From an optimization exercise on the open Yosys and OpenROAD flow, aimed at small area, a short achievable clock period and few clock cycles; shortcuts taken in it are not production practice.
In this exercise RTL edits were held to simulation tests only and were not proved equivalent to the original.
Power and IR drop assume default switching activity.

==> v14: inputs <==
// frx_rx
module frx_rx (
    input  wire         clk,
    input  wire         rst,
    input  wire         cmd_valid,
    output wire         cmd_ready,
    input  wire [31:0]  cmd_word,
    output reg          rsp_valid,
    output reg  [3:0]   rsp_status,
    output wire [9:0]   rsp_plen,
    output wire [15:0]  rsp_rcur,
    output reg  [511:0] rsp_data,
    input  wire         rx_valid,
    output wire         rx_ready,
    input  wire [7:0]   rx_data,
    input  wire         rx_nobyte,
    input  wire         rx_ioerr
);
export LEC_CHECK = 0
export CAP_MARGIN = 40
export CORE_MARGIN = 2
export CORE_UTILIZATION = 30
export SLEW_MARGIN = 40
create_clock -name core_clock -period 35.0 [get_ports {clk}]
standard.sh (not shown) runs the stock make flow with config.mk's settings and CLKGATE_MAP_FILE= SYNTH_SCRIPT=/design/flow/synth_recipe.tcl, a recipe that flattens the netlist after the stock synthesis.
==> flow/flow/run.sh <==
#!/bin/bash
# The standard layout (standard.sh, unchanged synthesis, power grid and
# tap cells), with two changes to how it is made:
#  - timing repair aims at 26.5 ns of setup slack instead of 0, so the
#    resizer upsizes and buffers the longest paths;
#  - ports are buffered with buf_2 instead of the default delay buffer.
# The full ORFS/make output goes to standard.log in this folder.
set -euo pipefail
bash standard.sh SETUP_SLACK_MARGIN=26.5 \
    "BUFFER_PORTS_ARGS=-buffer_cell sky130_fd_sc_hd__buf_2" \
    finish > standard.log 2>&1
==> inputs of v15, as changes to v14 <==
--- a/flow/design.v
+++ b/flow/design.v
@@ -43,11 +43,11 @@
     reg  [9:0]   ctx;            
     reg          mfirst;         
     wire         mp = mchk | mdat;
     reg  [5:0]   sel;
     reg          rdy;
-    reg  [16:0]  e_q;            
+    reg          u_q;            
     reg  [16:1]  ge_q;           
     reg          sfit_q;         
     reg          sone_q;         
     assign cmd_ready = rdy;
     assign rx_ready  = busy;
@@ -132,26 +132,27 @@
             end
             assign eq_r[g] = (remv == g);
         end
     endgenerate
     wire [16:0] e_now = {1'b0, perr & lt_r} | (expc & eq_r);
-    wire u_err = |e_q;
+    wire u_err = u_q;
     wire [9:0] ctx_new = {f0g[13], f0g[14], e0g[14], xf4[15], xf0[15], xed[15], xe0[15],
                           f0g[15], e0g[15], c0[15]};
     wire [7:0]  opc = cmd_word[7:0];
     wire [7:0]  cid = cmd_word[15:8];
     wire [15:0] imm = cmd_word[31:16];
     wire cid_z = (cid == 8'd0);
     wire imm_z = (imm == 16'd0);
     wire fire  = cmd_valid && rdy;
     wire is_recv = (opc == 8'h03) && imm_z;
     wire is_set  = (opc == 8'h05) && cid_z;
-    wire rd_any  = fire && (opc[7:4] == 4'h4) && (opc[3:0] <= 4'hD) && cid_z && imm_z;
+    wire rd_cmd  = (opc[7:4] == 4'h4) && (opc[3:0] <= 4'hD);
+    wire rdv     = fire && rd_cmd && cid_z && imm_z;
     wire [15:0] d;
     generate
         for (g = 0; g < 16; g = g + 1) begin : g_dec
-            assign d[g] = rd_any && (opc[3:0] == g);
+            assign d[g] = (opc[3:0] == g);
         end
     endgenerate
     wire r1  = (d[0] | d[4] | d[8]) & ok1;
     wire r2  = (d[1] | d[5]) & ok2;
     wire r4  = (d[2] | d[6] | d[9]) & ok4;
@@ -159,41 +160,40 @@
     wire rs1 = d[11] & s_fit & s_one & ~u_err;
     wire rd_ok = r1 | r2 | r4 | r8 | rs1;
     wire rd_tr = (d[0] | d[4] | d[8]) & ~ok1 | (d[1] | d[5]) & ~ok2 |
                  (d[2] | d[6] | d[9]) & ~ok4 | (d[3] | d[7] | d[10] | d[12]) & ~ok8 |
                  d[13] & ~ok39 | d[11] & ~s_fit;
-    wire rd_inv = d[11] & s_fit & s_one & u_err;
     wire go_ent = d[13] & ok39;
     wire go_str = d[11] & s_fit & ~s_one;
     wire uerr_eff = uerr | mfirst & u_err;
     wire mload = mchk & (pc == nlast) | mdat & ~uerr_eff;
     wire mfull = mload & (pc == 2'd0);                   
     wire mpart = mload & (pc != 2'd0);                   
     wire mflg1 = mload & ment & (pc == 2'd1);            
     wire mflg2 = mload & ment & (pc == 2'd2);            
     wire mflg0 = mfull & ment;                           
     wire mshift = mdat & ~uerr_eff & ~(ment & (pc == 2'd2));
-    wire sx8  = d[4] & ok1 & out[7];
-    wire sx16 = d[5] & ok2 & out[15];
-    wire sx32 = d[6] & ok4 & out[31];
+    wire sx8  = rdv & d[4] & ok1 & out[7];
+    wire sx16 = rdv & d[5] & ok2 & out[15];
+    wire sx32 = rdv & d[6] & ok4 & out[31];
     reg [511:0] dnext;
     reg         mk;
     integer k;
     always @(*) begin
         dnext = 512'd0;
-        dnext[7:0] = out[7:0] & {8{r1 & ~d[8] | r2 | r4 | r8 | rs1 | mfull & ~ment}};
-        dnext[0]   = dnext[0] | ((r1 & d[8] | mflg0) & (out[7:0] != 8'd0));
+        dnext[7:0] = out[7:0] & {8{rdv & (r1 & ~d[8] | r2 | r4 | r8 | rs1) | mfull & ~ment}};
+        dnext[0]   = dnext[0] | ((rdv & r1 & d[8] | mflg0) & (out[7:0] != 8'd0));
         for (k = 1; k < 17; k = k + 1) begin
             mk = mfull | mpart & ({2'd0, rem_c} >= k) & ~(mflg1 & (k == 9) | mflg2 & (k == 4));
             if (k < 2)
-                mk = mk | r2 | r4 | r8 | rs1 & ge_q[k];
+                mk = mk | rdv & (r2 | r4 | r8 | rs1 & ge_q[k]);
             else if (k < 4)
-                mk = mk | r4 | r8 | rs1 & ge_q[k];
+                mk = mk | rdv & (r4 | r8 | rs1 & ge_q[k]);
             else if (k < 8)
-                mk = mk | r8 | rs1 & ge_q[k];
+                mk = mk | rdv & (r8 | rs1 & ge_q[k]);
             else
-                mk = mk | rs1 & ge_q[k];
+                mk = mk | rdv & rs1 & ge_q[k];
             dnext[8*k +: 8] = out[8*k +: 8] & {8{mk}};
             if (k < 8)
                 dnext[8*k +: 8] = dnext[8*k +: 8] |
                     {8{sx8 | (k >= 2) & sx16 | (k >= 4) & sx32}};
         end
@@ -231,11 +231,11 @@
             for (m = 0; m < 64; m = m + 1)
                 if (widx == m) pbuf[m] <= b;
         end
     end
     always @(posedge clk) begin
-        e_q    <= e_now;
+        u_q    <= |e_now;
         sfit_q <= (rcs <= {2'b0, plen});
         nr1     <= rc1[6:0];
         nr2     <= rc2[6:0];
         nr4     <= rc4[6:0];
         nr8     <= rc8[6:0];
@@ -288,26 +288,14 @@
             pc        <= 2'd0;
         end else begin
             rsp_valid <= 1'b0;
             if (rsp_valid)
                 rdy <= 1'b1;
-            if (fire) begin
+            if (rdv) begin
                 rdy       <= 1'b0;
-                rsp_valid <= !(is_recv | go_ent | go_str);
-                if (is_recv) begin
-                    busy    <= 1'b1;
-                    exp_id  <= cid;
-                    plen    <= 7'd0;
-                    rcur    <= 16'd0;
-                    sel     <= 6'd0;
-                    rs      <= RS_SYNC0;
-                    acc_clr <= 1'b1;
-                end else if (is_set) begin
-                    rcur       <= imm;
-                    sel        <= imm[5:0];
-                    rsp_status <= ST_OK;
-                end else if (go_ent) begin
+                rsp_valid <= !(go_ent | go_str);
+                if (go_ent) begin
                     mdat   <= 1'b1;
                     pc     <= 2'd2;
                     sel    <= rc32_q;
                 end else if (go_str) begin
                     mchk   <= 1'b1;
@@ -317,12 +305,28 @@
                     rcur[6:0]  <= rc_next;
                     sel        <= rc_next[5:0];
                     rsp_status <= ST_OK;
                 end else if (rd_tr) begin
                     rsp_status <= ST_TRUNCATED;
-                end else if (rd_inv) begin
+                end else begin
                     rsp_status <= ST_INVALID;
+                end
+            end else if (fire) begin
+                rdy       <= 1'b0;
+                rsp_valid <= !is_recv;
+                if (is_recv) begin
+                    busy    <= 1'b1;
+                    exp_id  <= cid;
+                    plen    <= 7'd0;
+                    rcur    <= 16'd0;
+                    sel     <= 6'd0;
+                    rs      <= RS_SYNC0;
+                    acc_clr <= 1'b1;
+                end else if (is_set) begin
+                    rcur       <= imm;
+                    sel        <= imm[5:0];
+                    rsp_status <= ST_OK;
                 end else begin
                     rsp_status <= ST_ILLEGAL;
                 end
             end else if (mchk) begin
                 uerr <= uerr | u_err;
==> flow/flow/run.sh (replaced) <==
#!/bin/bash
# The standard layout (standard.sh, unchanged synthesis, power grid and
# tap cells), with two changes to how it is made:
#  - timing repair aims at 26.4 ns of setup slack instead of 0, so the
#    resizer upsizes and buffers the longest paths;
#  - ports are buffered with buf_1 instead of the default delay buffer.
# The full ORFS/make output goes to standard.log in this folder.
set -euo pipefail
bash standard.sh SETUP_SLACK_MARGIN=26.4 \
    "BUFFER_PORTS_ARGS=-buffer_cell sky130_fd_sc_hd__buf_1" \
    finish > standard.log 2>&1
==> notes <==
In v15 the clock-buffer cell count is lower than in v14, by 8.
Between v15 and v14, the lower register-to-register slack is in v15 (gap 0.38 ns).
Between v14 and v15, the lower worst hold slack is in v14 (gap 0.038 ns).
Against v14, the critical path depth of v15 is lower by 4.
Between v14 and v15, the lower sequential share of layout area is in v14 (gap 0.99 points).
Of v15 and v14, v14 has the higher area after synthesis (gap about 0.9%, measured against v14).
Of v15 and v14, v14 has the higher clock power (gap about 5%, measured against v14).
==> figures <==
                                                                              v14                      v15
Tapcell Cnt                                                                  2526                     2511
Share of post-route cells with drive strength above 1                      31.81%                   18.94%
Combinational-cell power consumption                                      1.05 mW                   898 µW
Status                                                    complete, no violations  complete, no violations
Detailed-placement wirelength estimate                                  167400 µm                165800 µm
Largest fanout of any net on the critical path                                  6                        8
Cell Area, Placed                                                       63890 µm²                62560 µm²
Number of buffers created by CTS                                              120                      119
Worst setup endpoint                                                       sel[2]             rsp_data[52]
Portion of total power attributed to combinational logic                    26.2%                    24.1%
Worst-case headroom to the max-slew limit                                  33.58%                   31.43%
Total routing usage reported by global routing                             21.67%                   21.65%
Most used cell along the critical path                                      buf_4                    buf_6
Vias per Instance                                                           5.476                    5.452
CP Buf/Inv Count                                                                5                        3
Testbench counts of v14, summed over its fixed seeds: cycles 32,000.
Testbench counts of v15, summed over its fixed seeds: cycles 32,000.

## separate check: timing with driven ports
The results above use ideal ports. As a check the final layouts listed here were re-extracted and re-timed, cells and wires unchanged.
Step 1 assumes that a clkbuf_16 drives the clock port and a buf_2 every other input.
Step 2 also shifts input and output timing later by t, the mid clock arrival at the registers, as if the neighbouring blocks saw the same clock.
a / b / c = no drivers / after step 1 / after step 2; a / b = the first two.
run	shift t [ns]	slack for setup (ns)	worst hold slack (ns)
v14	0.867	26.271 / 26.323 / 25.455	0.405 / 0.405 / 0.405
v15	0.855	26.398 / 26.377 / 25.590	0.443 / 0.443 / 0.443
After both steps every run listed still meets setup and hold. For v14, which loses most, drivers alone change the setup slack by +0.052 ns; drivers and shift together by -0.816 ns.
